Source: an optimization exercise on an open RTL-to-GDS flow (aim: small area, a short achievable clock period and few clock cycles). Production flows keep margins and buffers that such runs may drop. In this exercise RTL edits were held to simulation tests only and were not proved equivalent to the original. No activity file was given, so power comes from the tool's default toggle rates.

Setup of run A:
## secded_sm_core
module secded_sm_core (
    input  wire        clk,
    input  wire        rst,
    input  wire [5:0]  enc_data,
    output wire [10:0] enc_chan,
    input  wire [10:0] dec_chan,
    output wire [5:0]  dec_data,
    output wire [1:0]  dec_outcome,
    input  wire        exec_valid,
    input  wire [5:0]  exec_word,
    output wire        exec_ready,
    output wire [1:0]  run_state,
    output wire        ovf,
    output wire [2:0]  err_cause,
    output wire [1:0]  top_tag,
    output wire [7:0]  top_data,
    output wire        ann_valid,
    output wire [7:0]  ann_data,
    input  wire        ann_ready
);
For scale: ~320 flip-flops, ~72 I/O pins.
clock: 10.0 ns
lec_check: 0
abc_area: 1
cap_margin: 30
core_margin: 2
core_utilization: 40
setup_slack_margin: 4.5
slew_margin: 30
run.sh (not shown) runs the stock make flow with config.mk's settings and CLKGATE_MAP_FILE= SYNTH_SCRIPT=/design/flow/synth_recipe.tcl, a recipe that flattens the netlist after the stock synthesis.
In summary, run A completed successfully, with a layout that passed the timing, DRC and antenna checks.
Testbench counts of run A, summed over its fixed seeds: cycles 20,982.
Here is what was changed in the inputs of run B compared with run A.
Settings: SETUP_SLACK_MARGIN: 4.5 -> 4.7; CORE_UTILIZATION: 40 -> 55.
==> comparison <==
Run A → run B: effective utilization at floorplan now sits higher, relative slew slack dropped 0.35 points.
Run B vs run A: amount of wire on met2 after detailed routing down by a few percent
NOTE: path depth of the worst reg2reg path in run B exceeds that of run A
Run A ended up with dec_data[1] as its critical path capture point; run B ended up with dec_data[0].
The higher final-layout fill cell count came out of run A.
For the core utilization, run B came in 18 points higher than run A did.
diff inputs: run B => run C
Settings: a change of SETUP_SLACK_MARGIN from 4.7 to 4.6; a change of CORE_UTILIZATION from 55 to 45.
==> run notes <==
- The flow did not stop early for run C: all stages ran, and the layout cleared the timing, DRC and antenna checks.
- Diff run B -> run C: die area +22%, non-clock buffer count now sits lower.
- The higher number of well-tap cells placed of run B and run C is in run C.
- Run C — share of power burned in combinational logic 0.3 points lower, run B as reference
- Looking at maximum ir drop on the vdd rail, run C sits 0.12 mV above run B.
Relative to run C, the following input files were edited for run D:
Settings: a change of SETUP_SLACK_MARGIN from 4.6 to 4.8; a change of CORE_UTILIZATION from 45 to 50.
## What came out
Lower top achievable clock speed was reported by run D, not run C.
Worst stage delay on the critical path (lower): run C
Design area in run D is 0.59% above run C.
From run D to run C, post-synthesis simple-gate area fraction did not move at all.
Higher clock skew among run C and run D: run C
On smallest setup slack after layout, run D does worse than run C.
Run D contains more vias than run C.
Worst ir drop on vdd in run D is about 28% below run C.
In the flow results for run C and run D, the total stage count of the critical path is smaller on run D.
In the metrics for run C and run D, the one carrying the lower part of the cycle the worst path needs is run C.

========
secded_sm_core, a different RTL version from the one above (not shown whole).
For scale: about 2,400 cells after synthesis, ~72 I/O pins.
export LEC_CHECK = 0
export ABC_AREA = 1
export CAP_MARGIN = 30
export CORE_MARGIN = 2
export CORE_UTILIZATION = 55
export SETUP_SLACK_MARGIN = 4.5
export SLEW_MARGIN = 30
create_clock -name core_clock -period 10.0 [get_ports {clk}]
The starting point ran to the end with no violations.
Testbench counts at the start, summed over its fixed seeds: cycles 20,907.
Edit:
- ABC_AREA: 1 -> not set
- CAP_MARGIN: 30 -> 20
- CORE_UTILIZATION: 55 -> 60
- SETUP_SLACK_MARGIN: 4.5 -> 5.0
- SLEW_MARGIN: 30 -> 20
Result:
- cell count decreases by 14%
- worst setup slack degrades by 27 ps
- clock-buffer cell count decreases by 14
- sequential power hardly moves
- non-clock buffer count increases by 90
- total power decreases by 1.5%
- cell area increases by 8.5%
- via count hardly moves
Edit:
- SETUP_SLACK_MARGIN: 5.0 -> 4.5
Final cell count went down by about 2.8%.
Combinational power falls by about 5%.
Wire length rose by about 8%.
Die area stays the same.
Setup slack is better by 89 ps.
Area after synthesis does not change.

========
RTL: one of the versions met above, not the one the previous note started from.
For scale: roughly 72 I/O pins, ~0.021 sq mm of cells after synthesis.
clock: 10.0 ns
lec_check: 0
abc_area: 1
cap_margin: 30
core_margin: 2
core_utilization: 50
setup_slack_margin: 4.5
slew_margin: 30
The starting point went through all stages and came out clean.
Testbench counts at the start, summed over its fixed seeds: cycles 20,982.
Change:
Settings changed: CORE_UTILIZATION 50 to 55.
What happened:
- The new run completed without violations
- register-to-register slack improved by 40 ps
- final cell count drops by about 0.9%
- fmax is lower by 0.69%
- utilization went up by 6.2 points
- die area shrinks by about 9%
Change:
Settings changed: CORE_UTILIZATION 55 to 45.
Result: The changed run completed without violations. Synthesized cell count stays the same. Final area climbs by 0.81%. Global-route usage decreases by 7.1 points. Worst setup slack gets better by 67 ps.

-- re-timing with driven ports --
The results above use ideal ports. As a check the final layouts listed here were re-extracted and re-timed, cells and wires unchanged.
Step 1: set_driving_cell puts a clkbuf_16 on clk and a buf_2 on each other input, an assumption about the parent block.
Step 2 times the ports against the registers' clock, not the clock port: input delays grow and output delays shrink by t, the midpoint of the rising clock arrivals with the driver on.
Slacks: ideal ports / drivers / drivers and shift; pairs: ideal ports / drivers.
run	t, ns	setup slack, ns	clock arrival spread, ns	worst slew at a driven data input, ns	cell pins on the clock port's net
run A	0.573	4.455 / 4.411 / 4.247	0.025 / 0.025	0.06	1
run B	0.584	4.479 / 4.430 / 4.380	0.022 / 0.022	0.08	1
run C	0.585	4.532 / 4.482 / 4.171	0.036 / 0.035	0.06	1
run D	0.589	4.440 / 4.392 / 4.392	0.024 / 0.025	0.06	1
the first run of note 2	0.601	4.337 / 4.289 / 3.983	0.021 / 0.021	0.06	1
the second run of note 2	0.617	4.309 / 4.262 / 3.952	0.023 / 0.024	0.06	1
the third run of note 2	0.627	4.399 / 4.356 / 3.899	0.030 / 0.031	0.07	1
the first run of note 3	0.602	4.511 / 4.481 / 4.288	0.026 / 0.026	0.06	1
the second run of note 3	0.580	4.472 / 4.420 / 4.137	0.018 / 0.018	0.07	1
the third run of note 3	0.581	4.539 / 4.490 / 4.102	0.034 / 0.034	0.07	1
After both steps every run listed still meets setup and hold. The setup slack of the third run of note 2, which loses most, moves by -0.043 ns with the drivers and by -0.500 ns with both steps.
